Context: an optimization exercise on an open-source flow, tuned for small area, a short achievable clock period and few clock cycles per item. The choices shown serve that exercise and are no tape-out recipe.
No run shown here included a check of the RTL's function; only the layout flow was run.
Power is estimated from default activity; no workload was simulated.

**flow/config.mk**
```make
export PLATFORM = sky130hd
export DESIGN_NAME = dtl_hdr_codec
export DESIGN_NICKNAME = dtl_hdr_codec
export VERILOG_FILES = /design/flow/design.v
export SDC_FILE = /design/flow/constraint.sdc
export NUM_CORES = 4
export LEC_CHECK = 0
export ABC_CLOCK_PERIOD_IN_PS = 2000
export CAP_MARGIN = 20
export CORE_AREA = 10 10 290 290
export DIE_AREA = 0 0 300 300
export SETUP_SLACK_MARGIN = 2.6
export SLEW_MARGIN = 20
export SYNTH_HIERARCHICAL = 1
export SYNTH_MINIMUM_KEEP_SIZE = 0
export TNS_END_PERCENT = 10
```
**flow/standard.sh**
```bash
#!/bin/bash
# synth_recipe.tcl (not shown) runs the flow's synth.tcl, then flattens the netlist and writes it again
# the make line also repeats each setting of config.mk as NAME=value (left out here)
make -C /OpenROAD-flow-scripts/flow DESIGN_CONFIG=/design/flow/config.mk WORK_HOME=/design/flow/orfs CLKGATE_MAP_FILE= SYNTH_SCRIPT=/design/flow/synth_recipe.tcl "${@:-finish}"
```
**flow/design.v**
```verilog
module dtl_hdr_codec (
    input  wire         clk,
    input  wire         rst,
    input  wire         cmd_valid,
    output wire         cmd_ready,
    input  wire         cmd_op,        
    input  wire         cmd_scr_en,    
    input  wire [11:0]  b_plen,
    input  wire [11:0]  b_seq,
    input  wire [3:0]   b_mod,
    input  wire [3:0]   b_fec,
    input  wire [7:0]   b_flen,
    input  wire [7:0]   b_cwid,
    input  wire [13:0]  b_off,
    input  wire [13:0]  b_short,
    input  wire [3:0]   b_emod,
    input  wire [3:0]   b_efec,
    input  wire [767:0] hdr_in,
    output wire         res_valid,
    output wire [95:0]  hdr_out,       
    output wire         res_ok,        
    output wire [11:0]  r_plen,
    output wire [11:0]  r_seq,
    output wire [3:0]   r_mod,
    output wire [3:0]   r_fec,
    output wire [7:0]   r_flen,
    output wire [7:0]   r_cwid,
    output wire [13:0]  r_off,
    output wire [13:0]  r_short,
    output wire [3:0]   r_emod,
    output wire [3:0]   r_efec
);
    localparam HB = 96;
    localparam [95:0] SCR_SEQ = 96'h542de72b306d746440934f70;
    reg [HB-1:0] body_bits;    
    reg [HB-1:0] sign_bits;    
    integer k;
    always @* begin
        body_bits = {HB{1'b0}};
        for (k = 0; k < 12; k = k + 1) body_bits[ 0 + k] = b_plen [11 - k];
        for (k = 0; k < 12; k = k + 1) body_bits[12 + k] = b_seq  [11 - k];
        for (k = 0; k < 4;  k = k + 1) body_bits[24 + k] = b_mod  [3 - k];
        for (k = 0; k < 4;  k = k + 1) body_bits[28 + k] = b_fec  [3 - k];
        for (k = 0; k < 8;  k = k + 1) body_bits[32 + k] = b_flen [7 - k];
        for (k = 0; k < 8;  k = k + 1) body_bits[40 + k] = b_cwid [7 - k];
        for (k = 0; k < 14; k = k + 1) body_bits[48 + k] = b_off  [13 - k];
        for (k = 0; k < 14; k = k + 1) body_bits[62 + k] = b_short[13 - k];
        for (k = 0; k < 4;  k = k + 1) body_bits[76 + k] = b_emod [3 - k];
        for (k = 0; k < 4;  k = k + 1) body_bits[80 + k] = b_efec [3 - k];
    end
    always @* begin
        for (k = 0; k < HB; k = k + 1) sign_bits[k] = hdr_in[8*k + 7];
    end
    assign cmd_ready = 1'b1;
    wire [87:0] m  = cmd_op ? sign_bits[87:0] : body_bits[87:0];
    wire [7:0]  mx = cmd_op ? sign_bits[95:88] : 8'h00;
    wire        pe = cmd_op && cmd_scr_en;
    wire n0;
    dtl_xor2 u_n0 (.a(m[24]), .b(m[3]), .y(n0));
    wire n1;
    dtl_xor2 u_n1 (.a(m[39]), .b(m[58]), .y(n1));
    wire n2;
    dtl_xor2 u_n2 (.a(m[44]), .b(m[7]), .y(n2));
    wire n3;
    dtl_xor2 u_n3 (.a(m[26]), .b(m[6]), .y(n3));
    wire n4;
    dtl_xor2 u_n4 (.a(m[43]), .b(m[53]), .y(n4));
    wire n5;
    dtl_xor2 u_n5 (.a(m[23]), .b(m[38]), .y(n5));
    wire n6;
    dtl_xor2 u_n6 (.a(m[71]), .b(m[73]), .y(n6));
    wire n7;
    dtl_xor2 u_n7 (.a(m[4]), .b(m[40]), .y(n7));
    wire n8;
    dtl_xor2 u_n8 (.a(m[27]), .b(m[41]), .y(n8));
    wire n9;
    dtl_xor2 u_n9 (.a(m[13]), .b(m[21]), .y(n9));
    wire n10;
    dtl_xor2 u_n10 (.a(m[1]), .b(m[37]), .y(n10));
    wire n11;
    dtl_xor2 u_n11 (.a(m[69]), .b(m[74]), .y(n11));
    wire n12;
    dtl_xor2 u_n12 (.a(m[75]), .b(m[81]), .y(n12));
    wire n13;
    dtl_xor2 u_n13 (.a(m[25]), .b(m[70]), .y(n13));
    wire n14;
    dtl_xor2 u_n14 (.a(m[48]), .b(m[57]), .y(n14));
    wire n15;
    dtl_xor2 u_n15 (.a(m[2]), .b(m[36]), .y(n15));
    wire n16;
    dtl_xor2 u_n16 (.a(m[22]), .b(m[72]), .y(n16));
    wire n17;
    dtl_xor2 u_n17 (.a(m[35]), .b(m[46]), .y(n17));
    wire n18;
    dtl_xor2 u_n18 (.a(m[10]), .b(m[42]), .y(n18));
    wire n19;
    dtl_xor2 u_n19 (.a(m[0]), .b(m[8]), .y(n19));
    wire n20;
    dtl_xor2 u_n20 (.a(m[55]), .b(m[59]), .y(n20));
    wire n21;
    dtl_xor2 u_n21 (.a(m[5]), .b(m[77]), .y(n21));
    wire n22;
    dtl_xor2 u_n22 (.a(m[19]), .b(pe), .y(n22));
    wire n23;
    dtl_xor2 u_n23 (.a(cmd_scr_en), .b(m[78]), .y(n23));
    wire n24;
    dtl_xor2 u_n24 (.a(m[17]), .b(m[28]), .y(n24));
    wire n25;
    dtl_xor2 u_n25 (.a(m[14]), .b(m[20]), .y(n25));
    wire n26;
    dtl_xor2 u_n26 (.a(m[56]), .b(m[83]), .y(n26));
    wire n27;
    dtl_xor2 u_n27 (.a(m[18]), .b(m[52]), .y(n27));
    wire n28;
    dtl_xor2 u_n28 (.a(m[16]), .b(m[45]), .y(n28));
    wire n29;
    dtl_xor2 u_n29 (.a(m[33]), .b(m[79]), .y(n29));
    wire n30;
    dtl_xor2 u_n30 (.a(m[42]), .b(m[85]), .y(n30));
    wire n31;
    dtl_xor2 u_n31 (.a(m[32]), .b(m[49]), .y(n31));
    wire n32;
    dtl_xor2 u_n32 (.a(m[61]), .b(m[84]), .y(n32));
    wire n33;
    dtl_xor2 u_n33 (.a(m[12]), .b(m[47]), .y(n33));
    wire n34;
    dtl_xor2 u_n34 (.a(m[11]), .b(m[51]), .y(n34));
    wire n35;
    dtl_xor2 u_n35 (.a(m[87]), .b(m[9]), .y(n35));
    wire n36;
    dtl_xor2 u_n36 (.a(m[34]), .b(m[82]), .y(n36));
    wire n37;
    dtl_xor2 u_n37 (.a(m[64]), .b(m[66]), .y(n37));
    wire n38;
    dtl_xor2 u_n38 (.a(m[31]), .b(m[63]), .y(n38));
    wire n39;
    dtl_xor2 u_n39 (.a(m[65]), .b(m[86]), .y(n39));
    wire n40;
    dtl_xor2 u_n40 (.a(m[60]), .b(m[76]), .y(n40));
    wire n41;
    dtl_xor2 u_n41 (.a(m[50]), .b(m[62]), .y(n41));
    wire n42;
    dtl_xor2 u_n42 (.a(m[29]), .b(m[54]), .y(n42));
    wire n43;
    dtl_xor2 u_n43 (.a(m[15]), .b(m[5]), .y(n43));
    wire n44;
    dtl_xor2 u_n44 (.a(m[30]), .b(m[67]), .y(n44));
    wire n45;
    dtl_xor2 u_n45 (.a(m[35]), .b(m[80]), .y(n45));
    wire n46;
    dtl_xor2 u_n46 (.a(m[39]), .b(m[68]), .y(n46));
    wire n47;
    dtl_xor2 u_n47 (.a(m[11]), .b(m[67]), .y(n47));
    wire n48;
    dtl_xor2 u_n48 (.a(m[54]), .b(m[45]), .y(n48));
    wire n49;
    dtl_xor2 u_n49 (.a(m[81]), .b(mx[0]), .y(n49));
    wire n50;
    dtl_xor2 u_n50 (.a(m[65]), .b(m[28]), .y(n50));
    wire n51;
    dtl_xor2 u_n51 (.a(m[38]), .b(m[1]), .y(n51));
    wire n52;
    dtl_xor2 u_n52 (.a(mx[1]), .b(m[83]), .y(n52));
    wire n53;
    dtl_xor2 u_n53 (.a(m[9]), .b(m[41]), .y(n53));
    wire n54;
    dtl_xor2 u_n54 (.a(m[12]), .b(m[23]), .y(n54));
    wire n55;
    dtl_xor2 u_n55 (.a(m[66]), .b(m[33]), .y(n55));
    wire n56;
    dtl_xor2 u_n56 (.a(m[61]), .b(m[21]), .y(n56));
    wire n57;
    dtl_xor2 u_n57 (.a(m[15]), .b(m[44]), .y(n57));
    wire n58;
    dtl_xor2 u_n58 (.a(m[50]), .b(m[49]), .y(n58));
    wire n59;
    dtl_xor2 u_n59 (.a(m[3]), .b(m[26]), .y(n59));
    wire n60;
    dtl_xor2 u_n60 (.a(m[22]), .b(m[82]), .y(n60));
    wire n61;
    dtl_xor2 u_n61 (.a(m[71]), .b(m[84]), .y(n61));
    wire n62;
    dtl_xor2 u_n62 (.a(m[51]), .b(mx[2]), .y(n62));
    wire n63;
    dtl_xor2 u_n63 (.a(m[47]), .b(m[37]), .y(n63));
    wire n64;
    dtl_xor2 u_n64 (.a(m[52]), .b(m[6]), .y(n64));
    wire n65;
    dtl_xor2 u_n65 (.a(m[60]), .b(m[16]), .y(n65));
    wire n66;
    dtl_xor2 u_n66 (.a(m[75]), .b(m[14]), .y(n66));
    wire n67;
    dtl_xor2 u_n67 (.a(m[73]), .b(m[7]), .y(n67));
    wire n68;
    dtl_xor2 u_n68 (.a(m[79]), .b(m[43]), .y(n68));
    wire n69;
    dtl_xor2 u_n69 (.a(mx[3]), .b(m[4]), .y(n69));
    wire n70;
    dtl_xor2 u_n70 (.a(m[24]), .b(m[29]), .y(n70));
    wire n71;
    dtl_xor2 u_n71 (.a(m[64]), .b(mx[4]), .y(n71));
    wire n72;
    dtl_xor2 u_n72 (.a(m[80]), .b(m[57]), .y(n72));
    wire n73;
    dtl_xor2 u_n73 (.a(m[86]), .b(m[76]), .y(n73));
    wire n74;
    dtl_xor2 u_n74 (.a(m[62]), .b(m[25]), .y(n74));
    wire n75;
    dtl_xor2 u_n75 (.a(m[48]), .b(m[13]), .y(n75));
    wire n76;
    dtl_xor2 u_n76 (.a(m[85]), .b(m[30]), .y(n76));
    wire n77;
    dtl_xor2 u_n77 (.a(m[18]), .b(m[59]), .y(n77));
    wire n78;
    dtl_xor2 u_n78 (.a(m[40]), .b(m[74]), .y(n78));
    wire n79;
    dtl_xor2 u_n79 (.a(m[63]), .b(mx[5]), .y(n79));
    wire n80;
    dtl_xor2 u_n80 (.a(m[70]), .b(m[32]), .y(n80));
    wire n81;
    dtl_xor2 u_n81 (.a(m[36]), .b(m[17]), .y(n81));
    wire n82;
    dtl_xor2 u_n82 (.a(m[0]), .b(m[27]), .y(n82));
    wire n83;
    dtl_xor2 u_n83 (.a(mx[7]), .b(m[2]), .y(n83));
    wire n84;
    dtl_xor2 u_n84 (.a(m[69]), .b(m[20]), .y(n84));
    wire n85;
    dtl_xor2 u_n85 (.a(m[87]), .b(m[59]), .y(n85));
    wire n86;
    dtl_xor2 u_n86 (.a(m[34]), .b(m[56]), .y(n86));
    wire n87;
    dtl_xor2 u_n87 (.a(m[53]), .b(m[31]), .y(n87));
    wire n88;
    dtl_xor2 u_n88 (.a(n0), .b(n8), .y(n88));
    wire n89;
    dtl_xor2 u_n89 (.a(n1), .b(n4), .y(n89));
    wire n90;
    dtl_xor2 u_n90 (.a(n15), .b(n7), .y(n90));
    wire n91;
    dtl_xor2 u_n91 (.a(n16), .b(n9), .y(n91));
    wire n92;
    dtl_xor2 u_n92 (.a(n11), .b(n3), .y(n92));
    wire n93;
    dtl_xor2 u_n93 (.a(n12), .b(n6), .y(n93));
    wire n94;
    dtl_xor2 u_n94 (.a(n13), .b(n21), .y(n94));
    wire n95;
    dtl_xor2 u_n95 (.a(n18), .b(n23), .y(n95));
    wire n96;
    dtl_xor2 u_n96 (.a(n10), .b(n5), .y(n96));
    wire n97;
    dtl_xor2 u_n97 (.a(n2), .b(n33), .y(n97));
    wire n98;
    dtl_xor2 u_n98 (.a(n34), .b(n38), .y(n98));
    wire n99;
    dtl_xor2 u_n99 (.a(n0), .b(n45), .y(n99));
    wire n100;
    dtl_xor2 u_n100 (.a(n36), .b(n40), .y(n100));
    wire n101;
    dtl_xor2 u_n101 (.a(n35), .b(n39), .y(n101));
    wire n102;
    dtl_xor2 u_n102 (.a(n24), .b(n30), .y(n102));
    wire n103;
    dtl_xor2 u_n103 (.a(n14), .b(n17), .y(n103));
    wire n104;
    dtl_xor2 u_n104 (.a(n43), .b(n5), .y(n104));
    wire n105;
    dtl_xor2 u_n105 (.a(n14), .b(n22), .y(n105));
    wire n106;
    dtl_xor2 u_n106 (.a(n19), .b(n31), .y(n106));
    wire n107;
    dtl_xor2 u_n107 (.a(n20), .b(n44), .y(n107));
    wire n108;
    dtl_xor2 u_n108 (.a(n10), .b(n42), .y(n108));
    wire n109;
    dtl_xor2 u_n109 (.a(n28), .b(n41), .y(n109));
    wire n110;
    dtl_xor2 u_n110 (.a(n47), .b(n49), .y(n110));
    wire n111;
    dtl_xor2 u_n111 (.a(n48), .b(n51), .y(n111));
    wire n112;
    dtl_xor2 u_n112 (.a(n25), .b(n50), .y(n112));
    wire n113;
    dtl_xor2 u_n113 (.a(n11), .b(n13), .y(n113));
    wire n114;
    dtl_xor2 u_n114 (.a(n60), .b(n17), .y(n114));
    wire n115;
    dtl_xor2 u_n115 (.a(n54), .b(n57), .y(n115));
    wire n116;
    dtl_xor2 u_n116 (.a(n20), .b(n53), .y(n116));
    wire n117;
    dtl_xor2 u_n117 (.a(n58), .b(n52), .y(n117));
    wire n118;
    dtl_xor2 u_n118 (.a(n56), .b(n55), .y(n118));
    wire n119;
    dtl_xor2 u_n119 (.a(n1), .b(n59), .y(n119));
    wire n120;
    dtl_xor2 u_n120 (.a(m[68]), .b(n25), .y(n120));
    wire n121;
    dtl_xor2 u_n121 (.a(n26), .b(n61), .y(n121));
    wire n122;
    dtl_xor2 u_n122 (.a(m[0]), .b(n62), .y(n122));
    wire n123;
    dtl_xor2 u_n123 (.a(n68), .b(n65), .y(n123));
    wire n124;
    dtl_xor2 u_n124 (.a(n16), .b(n64), .y(n124));
    wire n125;
    dtl_xor2 u_n125 (.a(n66), .b(n32), .y(n125));
    wire n126;
    dtl_xor2 u_n126 (.a(n67), .b(n69), .y(n126));
    wire n127;
    dtl_xor2 u_n127 (.a(n26), .b(n46), .y(n127));
    wire n128;
    dtl_xor2 u_n128 (.a(n23), .b(n74), .y(n128));
    wire n129;
    dtl_xor2 u_n129 (.a(n71), .b(n27), .y(n129));
    wire n130;
    dtl_xor2 u_n130 (.a(n72), .b(n32), .y(n130));
    wire n131;
    dtl_xor2 u_n131 (.a(n6), .b(n73), .y(n131));
    wire n132;
    dtl_xor2 u_n132 (.a(n79), .b(n78), .y(n132));
    wire n133;
    dtl_xor2 u_n133 (.a(n77), .b(n76), .y(n133));
    wire n134;
    dtl_xor2 u_n134 (.a(n29), .b(n2), .y(n134));
    wire n135;
    dtl_xor2 u_n135 (.a(n12), .b(n19), .y(n135));
    wire n136;
    dtl_xor2 u_n136 (.a(n75), .b(m[72]), .y(n136));
    wire n137;
    dtl_xor2 u_n137 (.a(n3), .b(n22), .y(n137));
    wire n138;
    dtl_xor2 u_n138 (.a(n37), .b(n2), .y(n138));
    wire n139;
    dtl_xor2 u_n139 (.a(n80), .b(mx[6]), .y(n139));
    wire n140;
    dtl_xor2 u_n140 (.a(n29), .b(n27), .y(n140));
    wire n141;
    dtl_xor2 u_n141 (.a(n37), .b(n85), .y(n141));
    wire n142;
    dtl_xor2 u_n142 (.a(n87), .b(n82), .y(n142));
    wire n143;
    dtl_xor2 u_n143 (.a(n9), .b(n83), .y(n143));
    wire n144;
    dtl_xor2 u_n144 (.a(n84), .b(n46), .y(n144));
    wire n145;
    dtl_xor2 u_n145 (.a(n86), .b(n18), .y(n145));
    wire n146;
    dtl_xor2 u_n146 (.a(n101), .b(n89), .y(n146));
    wire n147;
    dtl_xor2 u_n147 (.a(n91), .b(n95), .y(n147));
    wire n148;
    dtl_xor2 u_n148 (.a(n108), .b(n94), .y(n148));
    wire n149;
    dtl_xor2 u_n149 (.a(n107), .b(n92), .y(n149));
    wire n150;
    dtl_xor2 u_n150 (.a(n105), .b(n99), .y(n150));
    wire n151;
    dtl_xor2 u_n151 (.a(n106), .b(n90), .y(n151));
    wire n152;
    dtl_xor2 u_n152 (.a(n103), .b(n98), .y(n152));
    wire n153;
    dtl_xor2 u_n153 (.a(n109), .b(n88), .y(n153));
    wire n154;
    dtl_xor2 u_n154 (.a(n111), .b(n91), .y(n154));
    wire n155;
    dtl_xor2 u_n155 (.a(n112), .b(n113), .y(n155));
    wire n156;
    dtl_xor2 u_n156 (.a(n110), .b(n100), .y(n156));
    wire n157;
    dtl_xor2 u_n157 (.a(n114), .b(n118), .y(n157));
    wire n158;
    dtl_xor2 u_n158 (.a(n116), .b(n90), .y(n158));
    wire n159;
    dtl_xor2 u_n159 (.a(n117), .b(n93), .y(n159));
    wire n160;
    dtl_xor2 u_n160 (.a(n119), .b(n115), .y(n160));
    wire n161;
    dtl_xor2 u_n161 (.a(n121), .b(n122), .y(n161));
    wire n162;
    dtl_xor2 u_n162 (.a(n100), .b(n63), .y(n162));
    wire n163;
    dtl_xor2 u_n163 (.a(n104), .b(n90), .y(n163));
    wire n164;
    dtl_xor2 u_n164 (.a(n102), .b(n124), .y(n164));
    wire n165;
    dtl_xor2 u_n165 (.a(n126), .b(n125), .y(n165));
    wire n166;
    dtl_xor2 u_n166 (.a(n94), .b(n96), .y(n166));
    wire n167;
    dtl_xor2 u_n167 (.a(n123), .b(n88), .y(n167));
    wire n168;
    dtl_xor2 u_n168 (.a(n70), .b(n102), .y(n168));
    wire n169;
    dtl_xor2 u_n169 (.a(n129), .b(n97), .y(n169));
    wire n170;
    dtl_xor2 u_n170 (.a(n89), .b(n130), .y(n170));
    wire n171;
    dtl_xor2 u_n171 (.a(n131), .b(n128), .y(n171));
    wire n172;
    dtl_xor2 u_n172 (.a(n104), .b(n92), .y(n172));
    wire n173;
    dtl_xor2 u_n173 (.a(n136), .b(n134), .y(n173));
    wire n174;
    dtl_xor2 u_n174 (.a(n133), .b(n137), .y(n174));
    wire n175;
    dtl_xor2 u_n175 (.a(n135), .b(n132), .y(n175));
    wire n176;
    dtl_xor2 u_n176 (.a(n139), .b(n93), .y(n176));
    wire n177;
    dtl_xor2 u_n177 (.a(n88), .b(n81), .y(n177));
    wire n178;
    dtl_xor2 u_n178 (.a(n141), .b(n143), .y(n178));
    wire n179;
    dtl_xor2 u_n179 (.a(n96), .b(n142), .y(n179));
    wire n180;
    dtl_xor2 u_n180 (.a(n97), .b(n140), .y(n180));
    wire n181;
    dtl_xor2 u_n181 (.a(n145), .b(n93), .y(n181));
    wire n182;
    dtl_xor2 u_n182 (.a(n147), .b(n149), .y(n182));
    wire n183;
    dtl_xor2 u_n183 (.a(n156), .b(n154), .y(n183));
    wire n184;
    dtl_xor2 u_n184 (.a(n89), .b(n155), .y(n184));
    wire n185;
    dtl_xor2 u_n185 (.a(n150), .b(n151), .y(n185));
    wire n186;
    dtl_xor2 u_n186 (.a(n157), .b(n158), .y(n186));
    wire n187;
    dtl_xor2 u_n187 (.a(n148), .b(n120), .y(n187));
    wire n188;
    dtl_xor2 u_n188 (.a(n159), .b(n160), .y(n188));
    wire n189;
    dtl_xor2 u_n189 (.a(n163), .b(n162), .y(n189));
    wire n190;
    dtl_xor2 u_n190 (.a(n161), .b(n153), .y(n190));
    wire n191;
    dtl_xor2 u_n191 (.a(n127), .b(n165), .y(n191));
    wire n192;
    dtl_xor2 u_n192 (.a(n164), .b(n166), .y(n192));
    wire n193;
    dtl_xor2 u_n193 (.a(n152), .b(n167), .y(n193));
    wire n194;
    dtl_xor2 u_n194 (.a(n169), .b(n151), .y(n194));
    wire n195;
    dtl_xor2 u_n195 (.a(n171), .b(n172), .y(n195));
    wire n196;
    dtl_xor2 u_n196 (.a(n170), .b(n168), .y(n196));
    wire n197;
    dtl_xor2 u_n197 (.a(n173), .b(n148), .y(n197));
    wire n198;
    dtl_xor2 u_n198 (.a(n175), .b(n174), .y(n198));
    wire n199;
    dtl_xor2 u_n199 (.a(n146), .b(n153), .y(n199));
    wire n200;
    dtl_xor2 u_n200 (.a(n177), .b(n138), .y(n200));
    wire n201;
    dtl_xor2 u_n201 (.a(n152), .b(n176), .y(n201));
    wire n202;
    dtl_xor2 u_n202 (.a(n144), .b(n180), .y(n202));
    wire n203;
    dtl_xor2 u_n203 (.a(n179), .b(n150), .y(n203));
    wire n204;
    dtl_xor2 u_n204 (.a(n178), .b(n181), .y(n204));
    wire n205;
    dtl_xor2 u_n205 (.a(n185), .b(n183), .y(n205));
    wire n206;
    dtl_xor2 u_n206 (.a(n186), .b(n187), .y(n206));
    wire n207;
    dtl_xor2 u_n207 (.a(n190), .b(n182), .y(n207));
    wire n208;
    dtl_xor2 u_n208 (.a(n192), .b(n193), .y(n208));
    wire n209;
    dtl_xor2 u_n209 (.a(n195), .b(n194), .y(n209));
    wire n210;
    dtl_xor2 u_n210 (.a(n197), .b(n198), .y(n210));
    wire n211;
    dtl_xor2 u_n211 (.a(n200), .b(n182), .y(n211));
    wire n212;
    dtl_xor2 u_n212 (.a(n146), .b(n201), .y(n212));
    wire n213;
    dtl_xor2 u_n213 (.a(n204), .b(n202), .y(n213));
    wire [15:0] p_d = {n213, n212, n211, n210, n209, n208, n207, n206, n205, n203, n199, n196, n191, n189, n188, n184};
    reg                v_q;
    reg  [83:0]        y_q;
    reg                e_q;        
    reg  [16-1:0] p_q;
    always @(posedge clk) begin
        if (rst) v_q <= 1'b0;
        else     v_q <= cmd_valid;
        y_q <= m[83:0] ^ (cmd_scr_en ? SCR_SEQ[83:0] : 84'd0);
        e_q <= cmd_scr_en;
        p_q <= p_d;
    end
    wire q0;
    dtl_xor2 u_q0 (.a(p_q[7]), .b(p_q[0]), .y(q0));
    wire q1;
    dtl_xor2 u_q1 (.a(p_q[1]), .b(p_q[8]), .y(q1));
    wire q2;
    dtl_xor2 u_q2 (.a(p_q[9]), .b(p_q[2]), .y(q2));
    wire q3;
    dtl_xor2 u_q3 (.a(p_q[3]), .b(p_q[10]), .y(q3));
    wire q4;
    dtl_xor2 u_q4 (.a(p_q[4]), .b(p_q[11]), .y(q4));
    wire q5;
    dtl_xor2 u_q5 (.a(p_q[5]), .b(p_q[12]), .y(q5));
    wire q6;
    dtl_xor2 u_q6 (.a(p_q[13]), .b(p_q[14]), .y(q6));
    wire q7;
    dtl_xor2 u_q7 (.a(p_q[15]), .b(p_q[6]), .y(q7));
    wire [7:0] t = {q7, q6, q5, q4, q3, q2, q1, q0};
    assign res_valid = v_q;
    assign hdr_out   = {t, 2'b00, e_q, 1'b0, y_q};
    assign res_ok    = (t == 8'h00);
    genvar g;
    generate
        for (g = 0; g < 12; g = g + 1) begin : g_plen
            assign r_plen[11 - g] = y_q[ 0 + g];
            assign r_seq [11 - g] = y_q[12 + g];
        end
        for (g = 0; g < 4; g = g + 1) begin : g_id
            assign r_mod [3 - g] = y_q[24 + g];
            assign r_fec [3 - g] = y_q[28 + g];
            assign r_emod[3 - g] = y_q[76 + g];
            assign r_efec[3 - g] = y_q[80 + g];
        end
        for (g = 0; g < 8; g = g + 1) begin : g_byte
            assign r_flen[7 - g] = y_q[32 + g];
            assign r_cwid[7 - g] = y_q[40 + g];
        end
        for (g = 0; g < 14; g = g + 1) begin : g_wide
            assign r_off  [13 - g] = y_q[48 + g];
            assign r_short[13 - g] = y_q[62 + g];
        end
    endgenerate
endmodule
module dtl_xor2 (input wire a, input wire b, output wire y);
    assign y = a ^ b;
endmodule
```
**flow/flow/run.sh**
```bash
#!/bin/bash
set -euo pipefail
cd "$(dirname "$0")/.."
bash standard.sh BUFFER_PORTS_ARGS="-buffer_cell sky130_fd_sc_hd__buf_1" finish > flow_make.log 2>&1
```
**flow/constraint.sdc**
```tcl
create_clock -name core_clock -period 5.0 [get_ports {clk}]
set_input_delay 1.0000 -clock core_clock [delete_from_list [all_inputs] [get_ports {clk}]]
set_output_delay 1.0000 -clock core_clock [all_outputs]
set_load 0.01 [all_outputs]
```
==> metrics.yaml, run 1 <==
syn_area_per_cell_sq_um: 11.2
clkSlewWorstSetupHoldPaths_ns: 0.08
hpwlAfterDp_microns: 39700
hold_path.class: "in -> reg"
netlist_instances: 580
top_layer: "met5"
power_density_mw_per_mm2: 366
fin_crit_sh: 0.552
synth_top_area_cell: "xor2_1"
final_nets: 1728
m1WireLength_microns: 19400
area_delta_synth_final_pct: 49.3
clock-sinks: 102
leakage_nw: 3.58
crit_path_max_fanout: 15
critPathLaunch: "cmd_op"
path_delay_family: "XOR/XNOR gates"
max_freq_mhz: 362
vdd_drop_max_v: 0.000211
slew_viol_final: 0
cap_violations: 0
core_area_sq_mm: 0.0776
dieWidth_microns: 300
synth_seq_cells: 102
layout_setup_ws_ns: 2.24
drt-total-wl_microns: 47100
whs_path_depth: 2
cts_tree: "built"
drt_iter0_markers: 182
hold_violations: 0
setup.worst_path.class: "in -> reg"
drt_pre_antenna_iters: 6
crit_buf_inv: 2
worstPathArrival_ns: 3.06
yosysSeqAreaShare: 0.315
cp_slowest_cell: "mux2_4"
cp_cell_sequence: "buf_6, buf_16, mux2_4, xor2_1, xor2_1, xor2_1, xor2_1, xor2_1"
crit_cells: 8
fin_setup_tns_ns: 0
antenna_found_initial: 16
min_period_ns: 2.76
die_y_microns: 300
hold_start: "rst"
grt_max_degree: 31
cts_buffers: 9
crit_required_ns: 5.29
drcViolationCount: 0
start_util: 0.0835
tightest_slew_ns: 0.592
synth.most_common_cell: "xor2_1"
drive_gt1_frac: 0.215
wl_met3_microns: 3340
cp_common_cell: "xor2_1"
port_buffers: 363
grt_pass1_wl_microns: 57500
ys_warn_count: 7
grt_pass1_vias: 5917
synth_enable_flop_cells: 0
io-pin-count: 1040
overflow: 0
slowest_delay_ns: 0.35
netlist_area_sq_mm: 0.00648
rsz0062_at_grt: "true"
yosysUniqueCellTypes: 14
met2_length_microns: 23500
start_kind: "input port"
core.rowCount: 102
track_usage: 0.0976
yosysTopAreaCellShare: 0.354
max_slew_margin: 0.606
finalSetupViolations: 0
wl_per_cell_microns: 24.6
drtAntennaViolNets: 0
end_kind: "register"
cts_root_buf: "clkbuf_16"
vias_per_cell: 2.67
cts-htree-levels: 3
cts_max_path_buffers: 2
outcome: "complete, no violations"
synthTopCellsByArea: "xor2_1 (35%), dfxtp_1 (31%), mux2_4 (13%)"
place.gp.congestion: 0.878
ys.flop_type: "dfxtp_1"
pre_cts_ws_ns: 1.46
ys_top_cells_by_count: "xor2_1 (262), dfxtp_1 (102), buf_4 (97)"
async_reset_ff_frac: 0
dieArea_sq_mm: 0.0900
vias: 5123
## cell type report
type,count,area (sq um)
timing repair buffer,391,1780
clock inverter,6,62.6
fill,8974,67900
multi-input combinational,367,4260
tap,1040,1300
antenna,2,5.00
sequential,102,2040
clock buffer,10,229
## routing by layer
layer  GRT usage  vias to the layer above
met5           0                        -
met4      0.0223                        2
met2       0.174                      332
met1       0.114                     2469
li1            -                     2269
met3      0.0269                       51
## path summary, 6_finish.rpt
kind	end	slack, ns
min	v_q	0.80
max	p_q[11]	2.24
## flip-flops by register name, summed over array words and instances (netlist names)
signal / count
e_q: 1
p_q: 16
v_q: 1
y_q: 84
## per-stage QoR
stage | area (sq um) | std cells | hold WS, ns | total power, mW | util
after floorplan | 6600 | 582 | 1.03 | 2.15 | -
after CTS | 9330 | 1906 | 0.790 | 3.51 | 0.120
after global placement | 8410 | 1875 | 1.19 | 2.63 | 0.108
final | 9680 | 1918 | 0.804 | 3.54 | 0.125
after detailed placement | 8410 | 1875 | 1.18 | 2.64 | 0.108
after global routing | 9670 | 1916 | 0.797 | 3.71 | 0.125
## what timing repair did
action | CTS | global route
hold buffers | 0 | 0
endpoints found under the setup margin | 17 | 17
cloned | 4 | 4
setup buffers | 11 | 6
resized for setup | 63 | 27
pin swaps | 9 | 18
## modules after synthesis, one instance, submodules excluded
module	cell area, sq um	times used
dtl_hdr_codec	4540	1
dtl_xor2	8.76	222
## layout by cell type (no fill, tap or decap), types with 2 or more instances in the layout
cell type / count
buf_1: 360
xor2_1: 205
dfxtp_1: 102
mux2_4: 71
xor2_2: 39
buf_4: 19
xor2_4: 18
and2_1: 13
mux2_2: 13
clkbuf_16: 13
buf_16: 6
conb_1: 4
inv_6: 3
diode_2: 2
or4_1: 2
## kinds of logic after synthesis
family / count (synthesis) / synth area share
xor gates and xnor gates: 262 / 0.354
buffers and inverters: 113 / 0.134
DFF: 102 / 0.315
muxes: 84 / 0.180
and+or+nand+nor: 17 / 0.0164
other: 2 / 0.00116
## where the power goes
group	switching, mW	internal, mW
registers	0.0798	0.973
clock network	0.375	0.353
logic	1.11	0.655
total	1.56	1.98
==> inputs of run 2 (changes only) <==
--- a/flow/design.v
+++ b/flow/design.v
@@ -516,3 +516,11 @@
     assign hdr_out   = {t, 2'b00, e_q, 1'b0, y_q};
-    assign res_ok    = (t == 8'h00);
+    wire [3:0] ok_a;
+    wire [1:0] ok_b;
+    dtl_nor2  u_ok_a0 (.a(t[0]), .b(t[1]), .y(ok_a[0]));
+    dtl_nor2  u_ok_a1 (.a(t[2]), .b(t[3]), .y(ok_a[1]));
+    dtl_nor2  u_ok_a2 (.a(t[4]), .b(t[5]), .y(ok_a[2]));
+    dtl_nor2  u_ok_a3 (.a(t[6]), .b(t[7]), .y(ok_a[3]));
+    dtl_nand2 u_ok_b0 (.a(ok_a[0]), .b(ok_a[1]), .y(ok_b[0]));
+    dtl_nand2 u_ok_b1 (.a(ok_a[2]), .b(ok_a[3]), .y(ok_b[1]));
+    dtl_nor2  u_ok_c  (.a(ok_b[0]), .b(ok_b[1]), .y(res_ok));
     genvar g;
@@ -539,2 +547,8 @@
 endmodule
+module dtl_nor2 (input wire a, input wire b, output wire y);
+    assign y = ~(a | b);
+endmodule
+module dtl_nand2 (input wire a, input wire b, output wire y);
+    assign y = ~(a & b);
+endmodule
 module dtl_xor2 (input wire a, input wire b, output wire y);
--- a/flow/config.mk
+++ b/flow/config.mk
@@ -7,3 +7,3 @@
 export LEC_CHECK = 0
-export ABC_CLOCK_PERIOD_IN_PS = 2000
+export ABC_AREA = 1
 export CAP_MARGIN = 20
@@ -11,3 +11,3 @@
 export DIE_AREA = 0 0 300 300
-export SETUP_SLACK_MARGIN = 2.6
+export SETUP_SLACK_MARGIN = 2.7
 export SLEW_MARGIN = 20
==> metrics.yaml, run 2 <==
outcome: "complete, no violations"
largest_reg_flops: 84  # unchanged
synth_mux_area_frac: 0  # -0.180
overflow: 0  # unchanged
synth_xor_area_frac: 0  # -0.354
clock-sinks: 102  # unchanged
placed_area_sq_mm: 0.0113  # +34%
finalSetupViolations: 0  # unchanged
ys_top_cells_by_count: "nand2_1 (1053), inv_1 (539), buf_4 (105)"
hold_path.class: "in -> reg"
synth_enable_flop_cells: 0  # unchanged
utilization: 0.164  # +0.0395
core_area_sq_mm: 0.0776  # unchanged
synth.most_common_cell: "nand2_1"
reg_top3: "y_q x84, p_q x16"
clkSlewWorstSetupHoldPaths_ns: 0.08  # about the same
synthSimpleGateAreaFrac: 0.467  # +0.450
synth_compound_area_frac: 0  # unchanged
vias: 11200  # +120%
drt_iter0_markers: 735  # +300%
grt_pass1_vias: 10400  # +76%
wl_per_cell_microns: 18.4  # -25%
dieArea_sq_mm: 0.0900  # unchanged
netlist_instances: 1917  # +230%
io-pin-count: 1040  # unchanged
hold_start: "rst"
drive_gt1_frac: 0.0876  # -0.127
fin_crit_sh: 0.479  # -0.0736
cp_slowest_cell: "buf_16"
stdcell_area_sq_mm: 0.0127  # +32%
ys.flop_type: "dfxtp_1"
hold_violations: 0  # unchanged
cp_common_cell: "nand2_1"
hold_slack_ns: 0.777  # -0.0274 ns
cts-htree-levels: 3  # unchanged
min_period_ns: 2.39  # -0.368 ns
yosysUniqueCellTypes: 10  # -4
max_freq_mhz: 418  # +15%
port_buffers: 363  # unchanged
core.rowCount: 102  # unchanged
antenna_found_initial: 15  # -1
whs_path_depth: 2  # unchanged
cts_max_path_buffers: 2  # unchanged
placed_cells: 3193  # +70%
synth_top_family_by_area: "simple AND/OR/NAND/NOR gates"
cts_buffers: 9  # unchanged
cts_root_buf: "clkbuf_16"
synthAdderAreaFrac: 0  # unchanged
leakage_nw: 7.71  # +120%
track_usage: 0.127  # +0.0297
drtAntennaViolNets: 0  # unchanged
slowest_delay_ns: 0.18  # -0.17 ns
critPathLaunch: "cmd_op"
setup.worst_path.class: "in -> reg"
final_nets: 3055  # +77%
layout_setup_ws_ns: 2.61  # +0.368 ns
fin_setup_tns_ns: 0  # unchanged
ys_warn_count: 7  # unchanged
drcViolationCount: 0  # unchanged
grt_max_degree: 63  # +100%
vias_per_cell: 3.43  # +29%
ctsHoldBuffers: 0  # unchanged
area_delta_synth_final_pct: 35.8
drt_pre_antenna_iters: 5  # -1
cts_tree: "built"
start_util: 0.121  # +0.0373
netlist_area_sq_mm: 0.00938  # +45%
start_kind: "input port"
layout_common_cells: "nand2_1 (923), inv_1 (536), buf_1 (359)"
tightest_slew_ns: 0.688  # +0.0968 ns
async_reset_ff_frac: 0  # unchanged
pre_cts_ws_ns: 1.49  # +0.0246 ns
synth_seq_cells: 102  # unchanged
grt_pass1_wl_microns: 79000  # +37%
die_y_microns: 300  # unchanged
synthTopCellsByArea: "nand2_1 (42%), dfxtp_1 (22%), inv_1 (22%)"
max_slew_margin: 0.543  # -0.0627
hpwlAfterDp_microns: 45200  # +14%
cap_violations: 0  # unchanged
drt-total-wl_microns: 59700  # +27%
rsz0062_at_grt: "true"
yosysTopAreaCellShare: 0.421  # +0.0675
holdPathEnd: "v_q"
stdcell_count: 3251  # +69%
total_power_mw: 3.42  # -3.3%
end_kind: "register"
power_density_mw_per_mm2: 269  # -27%
syn_area_per_cell_sq_um: 4.89  # -56%
top_register: "y_q"
yosysSeqAreaShare: 0.218  # -0.0973
layout_commonest_cell: "nand2_1"
crit_path_max_fanout: 7  # -8
vdd_drop_max_v: 0.000191  # -9.3%
synth_top_area_cell: "nand2_1"
worstPathArrival_ns: 2.67  # -0.39 ns
cp_cell_sequence: "clkbuf_16, buf_12, buf_16, nand2_2, nand2_2, inv_1, nand2_1, nand2_1, inv_1, nand2_1, nand2_2, inv_1, nand2_1, nand2_2, inv_1, nand2_1, nand2_2, inv_1, nand2_1, nand2_1"
dieWidth_microns: 300  # unchanged
slew_viol_final: 0  # unchanged
place.gp.congestion: 0.895  # +1.9%
crit_required_ns: 5.28  # about the same
## run 2: changes by cell type in the layout (fill, tap and decap cells not counted), moves of 71 or more
| cell | change |
|---|---|
| nand2_1 | +923 |
| inv_1 | +536 |
| xor2_1 | -205 |
| nand2_2 | +87 |
| nand3_1 | +80 |
| mux2_4 | -71 |
## run 2: kinds of logic after synthesis
| family | after synthesis |
|---|---|
| flops | 102 |
| simple gates | 1139 |
| other cells | 2 |
| buf+inv | 674 |
## run 2: repair_timing
item,4_1_cts,5_1_grt
resized for setup,130,57
setup endpoints to repair,22,20
cloned,19,1
pin swaps,19,17
buffers inserted,4,10
## run 2: critical path, delay by kind of cell
kind                   cells  cell delay [ns]
buffers and inverters      8             0.77
and+or+nand+nor           12             0.89
## run 2: modules after synthesis, one instance, submodules excluded
| module | cells | area (sq um) |
|---|---|---|
| dtl_hdr_codec | 800 | 5180 |
| dtl_nand2 | 1 | 3.75 |
| dtl_nor2 | 1 | 3.75 |
| dtl_xor2 | 5 | 18.8 |
## run 2: layer usage
metal	track usage	share of wire
met2	0.207	0.44
met4	0.0564	0.050
met1	0.158	0.44
met3	0.0296	0.073
met5	0	0.00044
## run 2: layout make-up
| cell class | instances | area (sq um) |
|---|---|---|
| multi-input cells | 1143 | 4970 |
| repair inverters | 9 | 183 |
| inverters | 540 | 2050 |
| clock buffers | 9 | 225 |
| flip-flops and latches | 102 | 2040 |
| well taps | 1040 | 1300 |
| clock inverters | 7 | 63.8 |
| repair buffers | 393 | 1880 |
| diodes | 8 | 20.0 |
| fillers | 9125 | 64900 |
## run 2: how the worst max path moves through the flow
stage                          to  slack [ns]  cells past startpoint
after floorplan            p_q[9]        2.71                     20
after global placement    p_q[12]        1.52                     19
after detailed placement  p_q[12]        1.49                     19
after CTS                  res_ok        2.61                      7
after global routing      p_q[10]        2.47                     18
final                     p_q[12]        2.61                     20
## run 2: where the power goes
| group | total, mW | internal [mW] | switching, mW |
|---|---|---|---|
| logic | 1.64 | 0.493 | 1.15 |
| registers | 1.02 | 0.935 | 0.0886 |
| clock network | 0.759 | 0.353 | 0.406 |
==> inputs of run 3 (changes only) <==
--- a/flow/design.v
+++ b/flow/design.v
@@ -467,21 +467,3 @@
     dtl_xor2 u_n204 (.a(n178), .b(n181), .y(n204));
-    wire n205;
-    dtl_xor2 u_n205 (.a(n185), .b(n183), .y(n205));
-    wire n206;
-    dtl_xor2 u_n206 (.a(n186), .b(n187), .y(n206));
-    wire n207;
-    dtl_xor2 u_n207 (.a(n190), .b(n182), .y(n207));
-    wire n208;
-    dtl_xor2 u_n208 (.a(n192), .b(n193), .y(n208));
-    wire n209;
-    dtl_xor2 u_n209 (.a(n195), .b(n194), .y(n209));
-    wire n210;
-    dtl_xor2 u_n210 (.a(n197), .b(n198), .y(n210));
-    wire n211;
-    dtl_xor2 u_n211 (.a(n200), .b(n182), .y(n211));
-    wire n212;
-    dtl_xor2 u_n212 (.a(n146), .b(n201), .y(n212));
-    wire n213;
-    dtl_xor2 u_n213 (.a(n204), .b(n202), .y(n213));
-    wire [15:0] p_d = {n213, n212, n211, n210, n209, n208, n207, n206, n205, n203, n199, n196, n191, n189, n188, n184};
+    wire [23:0] p_d = {n204, n203, n202, n201, n200, n199, n198, n197, n196, n195, n194, n193, n192, n191, n190, n189, n188, n187, n186, n185, n184, n183, n182, n146};
     reg                v_q;
@@ -489,3 +471,3 @@
     reg                e_q;        
-    reg  [16-1:0] p_q;
+    reg  [24-1:0] p_q;
     always @(posedge clk) begin
@@ -498,18 +480,36 @@
     wire q0;
-    dtl_xor2 u_q0 (.a(p_q[7]), .b(p_q[0]), .y(q0));
+    dtl_xor2 u_q0 (.a(p_q[2]), .b(p_q[3]), .y(q0));
     wire q1;
-    dtl_xor2 u_q1 (.a(p_q[1]), .b(p_q[8]), .y(q1));
+    dtl_xor2 u_q1 (.a(p_q[7]), .b(p_q[5]), .y(q1));
     wire q2;
-    dtl_xor2 u_q2 (.a(p_q[9]), .b(p_q[2]), .y(q2));
+    dtl_xor2 u_q2 (.a(p_q[8]), .b(p_q[9]), .y(q2));
     wire q3;
-    dtl_xor2 u_q3 (.a(p_q[3]), .b(p_q[10]), .y(q3));
+    dtl_xor2 u_q3 (.a(p_q[11]), .b(p_q[10]), .y(q3));
     wire q4;
-    dtl_xor2 u_q4 (.a(p_q[4]), .b(p_q[11]), .y(q4));
+    dtl_xor2 u_q4 (.a(p_q[13]), .b(p_q[14]), .y(q4));
     wire q5;
-    dtl_xor2 u_q5 (.a(p_q[5]), .b(p_q[12]), .y(q5));
+    dtl_xor2 u_q5 (.a(p_q[16]), .b(p_q[18]), .y(q5));
     wire q6;
-    dtl_xor2 u_q6 (.a(p_q[13]), .b(p_q[14]), .y(q6));
+    dtl_xor2 u_q6 (.a(p_q[20]), .b(p_q[19]), .y(q6));
     wire q7;
-    dtl_xor2 u_q7 (.a(p_q[15]), .b(p_q[6]), .y(q7));
-    wire [7:0] t = {q7, q6, q5, q4, q3, q2, q1, q0};
+    dtl_xor2 u_q7 (.a(p_q[1]), .b(p_q[0]), .y(q7));
+    wire q8;
+    dtl_xor2 u_q8 (.a(p_q[21]), .b(p_q[22]), .y(q8));
+    wire q9;
+    dtl_xor2 u_q9 (.a(p_q[4]), .b(q0), .y(q9));
+    wire q10;
+    dtl_xor2 u_q10 (.a(q1), .b(p_q[6]), .y(q10));
+    wire q11;
+    dtl_xor2 u_q11 (.a(q2), .b(p_q[1]), .y(q11));
+    wire q12;
+    dtl_xor2 u_q12 (.a(q3), .b(p_q[12]), .y(q12));
+    wire q13;
+    dtl_xor2 u_q13 (.a(q4), .b(p_q[15]), .y(q13));
+    wire q14;
+    dtl_xor2 u_q14 (.a(p_q[17]), .b(q5), .y(q14));
+    wire q15;
+    dtl_xor2 u_q15 (.a(q7), .b(q6), .y(q15));
+    wire q16;
+    dtl_xor2 u_q16 (.a(p_q[23]), .b(q8), .y(q16));
+    wire [7:0] t = {q16, q15, q14, q13, q12, q11, q10, q9};
     assign res_valid = v_q;
==> metrics.yaml, run 3 <==
wl_per_cell_microns: 17.9  # -2.4%
n_fill_cell: 9121  # -0.044%
seqCellArea_sq_mm: 0.00221  # +8.1%
top_register: "y_q"
layout_common_cells: "nand2_1 (964), inv_1 (532), buf_1 (360)"
drive_gt1_frac: 0.0707  # -0.0169
end_kind: "output port"
dieWidth_microns: 300  # unchanged
start_util: 0.123  # +0.00206
layout_commonest_cell: "nand2_1"
synth.most_common_cell: "nand2_1"
clkSlewWorstSetupHoldPaths_ns: 0.09  # about the same
netlist_instances: 1925  # +0.42%
core_area_sq_mm: 0.0776  # unchanged
synthTopCellsByArea: "nand2_1 (41%), dfxtp_1 (23%), inv_1 (21%)"
holdPathEnd: "v_q"
tightest_slew_ns: 0.664  # -0.0248 ns
fin_crit_sh: 0.505  # +0.0258
crit_required_ns: 4.00  # -1.28 ns
cap_violations: 0  # unchanged
vias: 11200  # +0.27%
ys.flop_type: "dfxtp_1"
die_y_microns: 300  # unchanged
outcome: "complete, no violations"
synth_seq_cells: 110  # +7.8%
drtAntennaViolNets: 0  # unchanged
grt_max_degree: 41  # -35%
vias_per_cell: 3.44  # +0.24%
hold_path.class: "in -> reg"
ys_top_cells_by_count: "nand2_1 (1053), inv_1 (539), dfxtp_1 (110)"
drt_pre_antenna_iters: 5  # unchanged
ys_warn_count: 7  # unchanged
cts_buffers: 9  # unchanged
async_reset_ff_frac: 0  # unchanged
power_density_mw_per_mm2: 278  # +3.4%
cts-htree-levels: 3  # unchanged
synth_top_area_cell: "nand2_1"
yosysSeqAreaShare: 0.231  # +0.0131
hold_violations: 0  # unchanged
grt_pass1_vias: 10400  # +0.36%
vdd_drop_max_v: 0.000215  # +12%
io-pin-count: 1040  # unchanged
yosysUniqueCellTypes: 10  # unchanged
hold_start: "rst"
clock-sinks: 110  # +7.8%
reg_top3: "y_q x84, p_q x24"
area_delta_synth_final_pct: 31.9
rsz0062_at_grt: "true"
cts_root_buf: "clkbuf_16"
max_freq_mhz: 396  # -5.1%
ctsHoldBuffers: 0  # unchanged
final_nets: 3058  # +0.098%
drt_iter0_markers: 711  # -3.3%
finalSetupViolations: 0  # unchanged
fin_setup_tns_ns: 0  # unchanged
min_period_ns: 2.52  # +0.129 ns
max_slew_margin: 0.559  # +0.0165
drcViolationCount: 0  # unchanged
place.gp.congestion: 0.898  # +0.39%
antenna_found_initial: 13  # -2
track_usage: 0.123  # -0.00425
setup.worst_path.class: "reg -> out"
netlist_area_sq_mm: 0.00954  # +1.7%
cts_max_path_buffers: 2  # unchanged
crit_path_max_fanout: 2  # -5
stdcell_count: 3252  # +0.031%
synth_enable_flop_cells: 0  # unchanged
cts_tree: "built"
worstPathArrival_ns: 1.52  # -1.15 ns
whs_path_depth: 2  # unchanged
multi_input_area_sq_mm: 0.00475  # -4.3%
largest_reg_flops: 84  # unchanged
core.rowCount: 102  # unchanged
syn_area_per_cell_sq_um: 4.95  # +1.3%
leakage_nw: 7.69  # -0.27%
yosysTopAreaCellShare: 0.414  # -0.00708
hpwlAfterDp_microns: 47500  # +5.2%
drt-total-wl_microns: 58300  # -2.3%
start_kind: "register"
grt_pass1_wl_microns: 76900  # -2.7%
placed_cells: 3205  # +0.38%
port_buffers: 363  # unchanged
overflow: 0  # unchanged
dieArea_sq_mm: 0.0900  # unchanged
slew_viol_final: 0  # unchanged
==> run 3: changes by cell type after synthesis, sizes merged <==
cell / delta
dfxtp: +8
==> run 3: worst max path at each step <==
stage                  from       to  slack (ns)  cells past startpoint
floorplan            cmd_op  p_q[18]        2.69                     15
CTS                  p_q[7]   res_ok        2.53                     10
finish              p_q[22]   res_ok        2.48                      9
global route        p_q[10]   res_ok        2.41                      9
global placement     cmd_op   p_q[9]        1.25                     15
detailed placement   cmd_op   p_q[9]        1.20                     15
==> run 3: power by group <==
group	switching, mW	internal (mW)
registers	0.102	1.02
logic	1.12	0.497
clock network	0.408	0.350
total	1.63	1.86
==> run 3: cell type report <==
class	instances	share of cell area
timing repair inverter	3	0.00557
tap	1040	0.103
antenna	6	0.00119
inverter	540	0.163
clock inverter	7	0.00507
multi-input combinational	1143	0.378
clock buffer	9	0.0179
timing repair buffer	394	0.151
sequential	110	0.176
==> run 3: cells by family after synthesis <==
family | synth area share
buffers and inverters | 0.310
flip-flops | 0.231
AND/OR/NAND/NOR | 0.459
other | 0.000787
==> run 3: layer usage <==
metal / part of all wire / up-vias / GRT usage
li1: - / 5770 / -
met1: 0.43 / 4908 / 0.148
met4: 0.051 / 6 / 0.0600
met5: 0.00070 / - / 0
met2: 0.44 / 451 / 0.204
met3: 0.075 / 61 / 0.0293
==> run 3: timing repair <==
action	in CTS	in global routing
cloned	9	4
endpoints found under the setup margin	95	37
pin swaps	10	18
resized for setup	91	77
buffers inserted	5	7
==> run 3: metrics by stage <==
step	setup WS [ns]	hold slack (ns)	cell area, sq um	power [mW]	utilization
final	2.48	0.777	12600	3.50	0.162
after global routing	2.41	0.761	12600	3.77	0.162
after CTS	2.53	0.761	12200	3.47	0.157
after detailed placement	1.20	1.17	11400	2.60	0.146
after global placement	1.25	1.17	11400	2.58	0.146
after floorplan	2.69	1.03	9560	2.12	-
==> run 3: modules after synthesis (local to each module, per instance) <==
module,cells,area (sq um),times used,flops+latches
dtl_hdr_codec,808,5350,1,110
dtl_xor2,5,18.8,222,0
dtl_nand2,1,3.75,2,0
dtl_nor2,1,3.75,5,0
==> run 3: worst max-delay path, cell delays in order, from the launching register on <==
cell     delay (ns)
dfxtp_2        0.34
inv_1          0.04
nand2_1        0.06
nand2_2        0.07
nand2_1        0.08
nand2_2        0.09
nor2_1         0.11
nand2_1        0.06
nor2_1         0.13
buf_2          0.17
==> inputs of run 4 (changes only) <==
--- a/flow/design.v
+++ b/flow/design.v
@@ -54,3 +54,20 @@
     assign cmd_ready = 1'b1;
-    wire [87:0] m  = cmd_op ? sign_bits[87:0] : body_bits[87:0];
+    wire        op_n = ~cmd_op;
+    wire [87:0] m;
+    wire [83:0] y_d;
+    genvar gi;
+    generate
+        for (gi = 0; gi < 84; gi = gi + 1) begin : g_sel
+            wire s_n, b_n;
+            dtl_nand2 u_ms (.a(cmd_op), .b(sign_bits[gi]), .y(s_n));
+            dtl_nand2 u_mb (.a(op_n),   .b(body_bits[gi]), .y(b_n));
+            dtl_nand2 u_m  (.a(s_n),    .b(b_n),           .y(m[gi]));
+            if (SCR_SEQ[gi]) begin : g_scr
+                dtl_xor2 u_s (.a(m[gi]), .b(cmd_scr_en), .y(y_d[gi]));
+            end else begin : g_pass
+                assign y_d[gi] = m[gi];
+            end
+        end
+    endgenerate
+    assign m[87:84] = cmd_op ? sign_bits[87:84] : 4'h0;
     wire [7:0]  mx = cmd_op ? sign_bits[95:88] : 8'h00;
@@ -467,3 +484,21 @@
     dtl_xor2 u_n204 (.a(n178), .b(n181), .y(n204));
-    wire [23:0] p_d = {n204, n203, n202, n201, n200, n199, n198, n197, n196, n195, n194, n193, n192, n191, n190, n189, n188, n187, n186, n185, n184, n183, n182, n146};
+    wire n205;
+    dtl_xor2 u_n205 (.a(n185), .b(n183), .y(n205));
+    wire n206;
+    dtl_xor2 u_n206 (.a(n186), .b(n187), .y(n206));
+    wire n207;
+    dtl_xor2 u_n207 (.a(n190), .b(n182), .y(n207));
+    wire n208;
+    dtl_xor2 u_n208 (.a(n192), .b(n193), .y(n208));
+    wire n209;
+    dtl_xor2 u_n209 (.a(n195), .b(n194), .y(n209));
+    wire n210;
+    dtl_xor2 u_n210 (.a(n197), .b(n198), .y(n210));
+    wire n211;
+    dtl_xor2 u_n211 (.a(n200), .b(n182), .y(n211));
+    wire n212;
+    dtl_xor2 u_n212 (.a(n146), .b(n201), .y(n212));
+    wire n213;
+    dtl_xor2 u_n213 (.a(n204), .b(n202), .y(n213));
+    wire [15:0] p_d = {n213, n212, n211, n210, n209, n208, n207, n206, n205, n203, n199, n196, n191, n189, n188, n184};
     reg                v_q;
@@ -471,3 +506,3 @@
     reg                e_q;        
-    reg  [24-1:0] p_q;
+    reg  [16-1:0] p_q;
     always @(posedge clk) begin
@@ -475,3 +510,3 @@
         else     v_q <= cmd_valid;
-        y_q <= m[83:0] ^ (cmd_scr_en ? SCR_SEQ[83:0] : 84'd0);
+        y_q <= y_d;
         e_q <= cmd_scr_en;
@@ -480,36 +515,18 @@
     wire q0;
-    dtl_xor2 u_q0 (.a(p_q[2]), .b(p_q[3]), .y(q0));
+    dtl_xor2 u_q0 (.a(p_q[7]), .b(p_q[0]), .y(q0));
     wire q1;
-    dtl_xor2 u_q1 (.a(p_q[7]), .b(p_q[5]), .y(q1));
+    dtl_xor2 u_q1 (.a(p_q[1]), .b(p_q[8]), .y(q1));
     wire q2;
-    dtl_xor2 u_q2 (.a(p_q[8]), .b(p_q[9]), .y(q2));
+    dtl_xor2 u_q2 (.a(p_q[9]), .b(p_q[2]), .y(q2));
     wire q3;
-    dtl_xor2 u_q3 (.a(p_q[11]), .b(p_q[10]), .y(q3));
+    dtl_xor2 u_q3 (.a(p_q[3]), .b(p_q[10]), .y(q3));
     wire q4;
-    dtl_xor2 u_q4 (.a(p_q[13]), .b(p_q[14]), .y(q4));
+    dtl_xor2 u_q4 (.a(p_q[4]), .b(p_q[11]), .y(q4));
     wire q5;
-    dtl_xor2 u_q5 (.a(p_q[16]), .b(p_q[18]), .y(q5));
+    dtl_xor2 u_q5 (.a(p_q[5]), .b(p_q[12]), .y(q5));
     wire q6;
-    dtl_xor2 u_q6 (.a(p_q[20]), .b(p_q[19]), .y(q6));
+    dtl_xor2 u_q6 (.a(p_q[13]), .b(p_q[14]), .y(q6));
     wire q7;
-    dtl_xor2 u_q7 (.a(p_q[1]), .b(p_q[0]), .y(q7));
-    wire q8;
-    dtl_xor2 u_q8 (.a(p_q[21]), .b(p_q[22]), .y(q8));
-    wire q9;
-    dtl_xor2 u_q9 (.a(p_q[4]), .b(q0), .y(q9));
-    wire q10;
-    dtl_xor2 u_q10 (.a(q1), .b(p_q[6]), .y(q10));
-    wire q11;
-    dtl_xor2 u_q11 (.a(q2), .b(p_q[1]), .y(q11));
-    wire q12;
-    dtl_xor2 u_q12 (.a(q3), .b(p_q[12]), .y(q12));
-    wire q13;
-    dtl_xor2 u_q13 (.a(q4), .b(p_q[15]), .y(q13));
-    wire q14;
-    dtl_xor2 u_q14 (.a(p_q[17]), .b(q5), .y(q14));
-    wire q15;
-    dtl_xor2 u_q15 (.a(q7), .b(q6), .y(q15));
-    wire q16;
-    dtl_xor2 u_q16 (.a(p_q[23]), .b(q8), .y(q16));
-    wire [7:0] t = {q16, q15, q14, q13, q12, q11, q10, q9};
+    dtl_xor2 u_q7 (.a(p_q[15]), .b(p_q[6]), .y(q7));
+    wire [7:0] t = {q7, q6, q5, q4, q3, q2, q1, q0};
     assign res_valid = v_q;
==> flow/flow/run.sh (replaced) <==
#!/bin/bash
# The standard layout, with two changes to how the cells are sized:
#  - the port buffers are made from the smallest buffer cell (buf_1);
#  - after floorplan, every combinational cell is set to the smallest drive
#    strength of its footprint, so that the later timing repair sizes up
#    only what the timing needs.
# Each tool's output goes to a log of its own in the work folder.
set -euo pipefail
cd "$(dirname "$0")/.."
W=$PWD
R=$W/orfs/results/${FLOW_PLATFORM:-sky130hd}/dtl_hdr_codec/base
PB="BUFFER_PORTS_ARGS=-buffer_cell sky130_fd_sc_hd__buf_1"
bash standard.sh "$PB" floorplan > flow_make_floorplan.log 2>&1
RESULTS=$R openroad -no_init -exit flow/downsize.tcl > flow_downsize.log 2>&1
bash standard.sh "$PB" finish > flow_make_finish.log 2>&1
==> flow/flow/downsize.tcl (new file) <==
# Set every combinational cell of 2_floorplan.odb to the smallest drive
# strength (_1) of its footprint. Registers, clock cells and tie cells stay.
set lib $::env(FLOW_HOME)/platforms/sky130hd/lib/sky130_fd_sc_hd__tt_025C_1v80.lib
read_liberty $lib
read_db $::env(RESULTS)/2_floorplan.odb
set db [ord::get_db]
set n 0
foreach inst [[ord::get_db_block] getInsts] {
  set m [[$inst getMaster] getName]
  if {![regexp {^(sky130_fd_sc_hd__[a-z0-9]+)_([0-9]+)$} $m -> base size]} { continue }
  if {$size == 1} { continue }
  if {[regexp {__(df|sdf|edf|dl|clk|conb|tap|fill|decap|diode|probe|lpflow)} $base]} { continue }
  set target ${base}_1
  set tm [$db findMaster $target]
  if {$tm == "NULL" || $tm == ""} { continue }
  puts "downsize [$inst getName] $m -> $target"
  $inst swapMaster $tm
  incr n
}
puts "downsized $n cells"
write_db $::env(RESULTS)/2_floorplan.odb
--- a/flow/config.mk
+++ b/flow/config.mk
@@ -7,3 +7,2 @@
 export LEC_CHECK = 0
-export ABC_AREA = 1
 export CAP_MARGIN = 20
@@ -15,2 +14,2 @@
 export SYNTH_MINIMUM_KEEP_SIZE = 0
-export TNS_END_PERCENT = 10
+export TNS_END_PERCENT = 30
==> metrics.yaml, run 4 <==
grt_pass1_vias: 6423  # -38%
syn_area_per_cell_sq_um: 8.34  # +68%
max_freq_mhz: 351  # -11%
netlist_instances: 738  # -62%
synth.most_common_cell: "xor2_1"
synth_top_area_cell: "xor2_1"
track_usage: 0.0983  # -0.0248
hpwlAfterDp_microns: 39200  # -17%
utilization: 0.128  # -0.0344
cap_violations: 0  # unchanged
slowest_delay_ns: 0.30  # -0.04 ns
stdcell_area_sq_mm: 0.00992  # -21%
cp_common_cell: "xor2_1"
cts_tree: "built"
slew_viol_final: 0  # unchanged
leakage_nw: 3.83  # -50%
ys_top_cells_by_count: "xor2_1 (262), nand2_1 (254), dfxtp_1 (102)"
die_y_microns: 300  # unchanged
crit_path_max_fanout: 19  # +17
layout_setup_ws_ns: 2.15  # -0.327 ns
largest_reg_flops: 84  # unchanged
core.rowCount: 102  # unchanged
outcome: "complete, no violations"
wl_per_cell_microns: 21.8  # +21%
setup.worst_path.class: "in -> reg"
area_delta_synth_final_pct: 61.0
core_area_sq_mm: 0.0776  # unchanged
drt_iter0_markers: 286  # -60%
fin_setup_tns_ns: 0  # unchanged
ctsHoldBuffers: 0  # unchanged
crit_required_ns: 5.29  # +1.29 ns
antenna_found_initial: 13  # unchanged
hold_violations: 0  # unchanged
grt_pass1_wl_microns: 58000  # -24%
async_reset_ff_frac: 0  # unchanged
crit_buf_inv: 5  # +3
vdd_drop_max_v: 0.000194  # -9.5%
vias: 5770  # -48%
ys.flop_type: "dfxtp_1"
min_period_ns: 2.85  # +0.327 ns
clkSlewWorstSetupHoldPaths_ns: 0.08  # about the same
worstPathArrival_ns: 3.14  # +1.62 ns
top_register: "y_q"
port_buffers: 363  # unchanged
tightest_slew_ns: 0.657  # -0.00658 ns
drt_pre_antenna_iters: 4  # -1
yosysUniqueCellTypes: 11  # +1
placed_cells: 2050  # -36%
vias_per_cell: 2.75  # -20%
placed_area_sq_mm: 0.00815  # -28%
netlist_area_sq_mm: 0.00616  # -35%
dieArea_sq_mm: 0.0900  # unchanged
yosysTopAreaCellShare: 0.373  # -0.0418
drt-total-wl_microns: 45700  # -22%
seqCellArea_sq_mm: 0.00204  # -7.5%
hold_path.class: "in -> reg"
final_nets: 1906  # -38%
layout_common_cells: "buf_1 (361), xor2_1 (193), nand2_1 (188)"
clock-sinks: 102  # -7.3%
layout_commonest_cell: "buf_1"
stdcell_count: 2102  # -35%
ys_warn_count: 7  # unchanged
cts_max_path_buffers: 2  # unchanged
cts_buffers: 9  # unchanged
max_slew_margin: 0.562  # +0.00259
reg_top3: "y_q x84, p_q x16"
start_kind: "input port"
start_util: 0.0794  # -0.0436
power_density_mw_per_mm2: 363  # +31%
multi_input_area_sq_mm: 0.00447  # -6.0%
synthTopCellsByArea: "xor2_1 (37%), dfxtp_1 (33%), nand2_1 (15%)"
hold_slack_ns: 0.813  # +0.0360 ns
total_power_mw: 3.60  # +3.0%
synth_enable_flop_cells: 0  # unchanged
drcViolationCount: 0  # unchanged
dieWidth_microns: 300  # unchanged
grt_max_degree: 36  # -12%
fin_crit_sh: 0.570  # +0.0654
cp_slowest_cell: "xor2_4"
cts-htree-levels: 3  # unchanged
yosysSeqAreaShare: 0.332  # +0.101
end_kind: "register"
path_delay_family: "XOR/XNOR gates"
place.gp.congestion: 0.857  # -4.6%
overflow: 0  # unchanged
pre_cts_ws_ns: 1.14  # -0.0614 ns
drtAntennaViolNets: 0  # unchanged
synth_seq_cells: 102  # -7.3%
rsz0062_at_grt: "true"
cts_root_buf: "clkbuf_16"
finalSetupViolations: 0  # unchanged
io-pin-count: 1040  # unchanged
n_fill_cell: 8970  # -1.7%
drive_gt1_frac: 0.177  # +0.107
cp_cell_sequence: "clkbuf_16, clkinvlp_4, buf_12, buf_16, nand2_1, nand2_2, xor2_4, xor2_2, buf_4, xor2_1, xor2_1"
run 4: changes by cell type after synthesis, sizes merged:
cell	delta
nand3	-80
nor2b	+1
inv	-539
dfxtp	-8
clkbuf	-6
xor2	+262
nand2	-799
and2	+13
nor2	-1
buf	-30
run 4: area by class of cell:
type,instances,area share
Tap cell,1040,0.131
Sequential cell,102,0.206
Clock buffer,9,0.0227
Timing Repair Buffer,396,0.179
Inverter,1,0.000757
Clock inverter,7,0.00732
Antenna cell,8,0.00202
Multi-Input combinational cell,539,0.451
run 4: cell families after synthesis:
logic type	Yosys count	share of synthesized area
xor gates and xnor gates	262	0.373
buffers and inverters	99	0.121
DFF	102	0.332
other	2	0.00122
and+or+nand+nor	273	0.174
run 4: power breakdown:
group	leakage, nW	internal [mW]	switching (mW)
clock network	0.143	0.355	0.378
registers	0.860	0.973	0.0910
logic	2.82	0.651	1.15
total	3.83	1.98	1.62
run 4: final timing paths:
path | from | end | slack (ns) | depth (start not counted)
worst max-delay path | cmd_op | p_q[4] | 2.15 | 11
worst min-delay path | rst | v_q | 0.81 | 2
run 4: what timing repair did:
item                                    in CTS  in global routing
endpoints found under the setup margin      18                 20
setup buffers                               17                  8
gates cloned                                 3                  0
pin swaps                                   45                 20
resized for setup                          163                 35
run 4: routing by layer:
metal  vias up  share of wire  track usage
met5         -        0.00028            0
met1      2651           0.44        0.122
met3        43          0.091       0.0367
met2       369           0.45        0.158
met4         2          0.024       0.0242
li1       2705              -            -
run 4: per-module statistics from Yosys (local to each module, per instance):
module / cells inside / area (sq um) / times used
dtl_nor2: 1 / 3.75 / 5
dtl_nand2: 1 / 3.75 / 254
dtl_hdr_codec: 217 / 2890 / 1
dtl_xor2: 1 / 8.76 / 262

port drivers added, routing unchanged:
No port has a modelled driver above. Below, the same layouts with a new extraction and two added sets of constraints.
Step 1 sets driving cells, clkbuf_16 on the clock port and buf_2 on the other inputs (assumed; they add their load-dependent delay and slew).
Step 2 also shifts input and output timing later by t, the mid clock arrival at the registers, as if the neighbouring blocks saw the same clock.
a / b / c = ideal / step 1 / step 2; a / b = the first two.
| run | t, ns | slack for setup (ns) | slew at the worst register clock pin (ns) |
|---|---|---|---|
| run 1 | 0.422 | 2.238 / 2.144 / 1.722 | 0.09 / 0.09 |
| run 2 | 0.432 | 2.606 / 2.339 / 1.907 | 0.09 / 0.09 |
| run 3 | 0.430 | 2.477 / 2.386 / 1.955 | 0.09 / 0.09 |
| run 4 | 0.435 | 2.150 / 2.158 / 1.723 | 0.09 / 0.09 |
After both steps setup and hold are still met in every run listed. For run 2, which loses most, drivers alone change the setup slack by -0.267 ns; drivers and shift together by -0.699 ns.
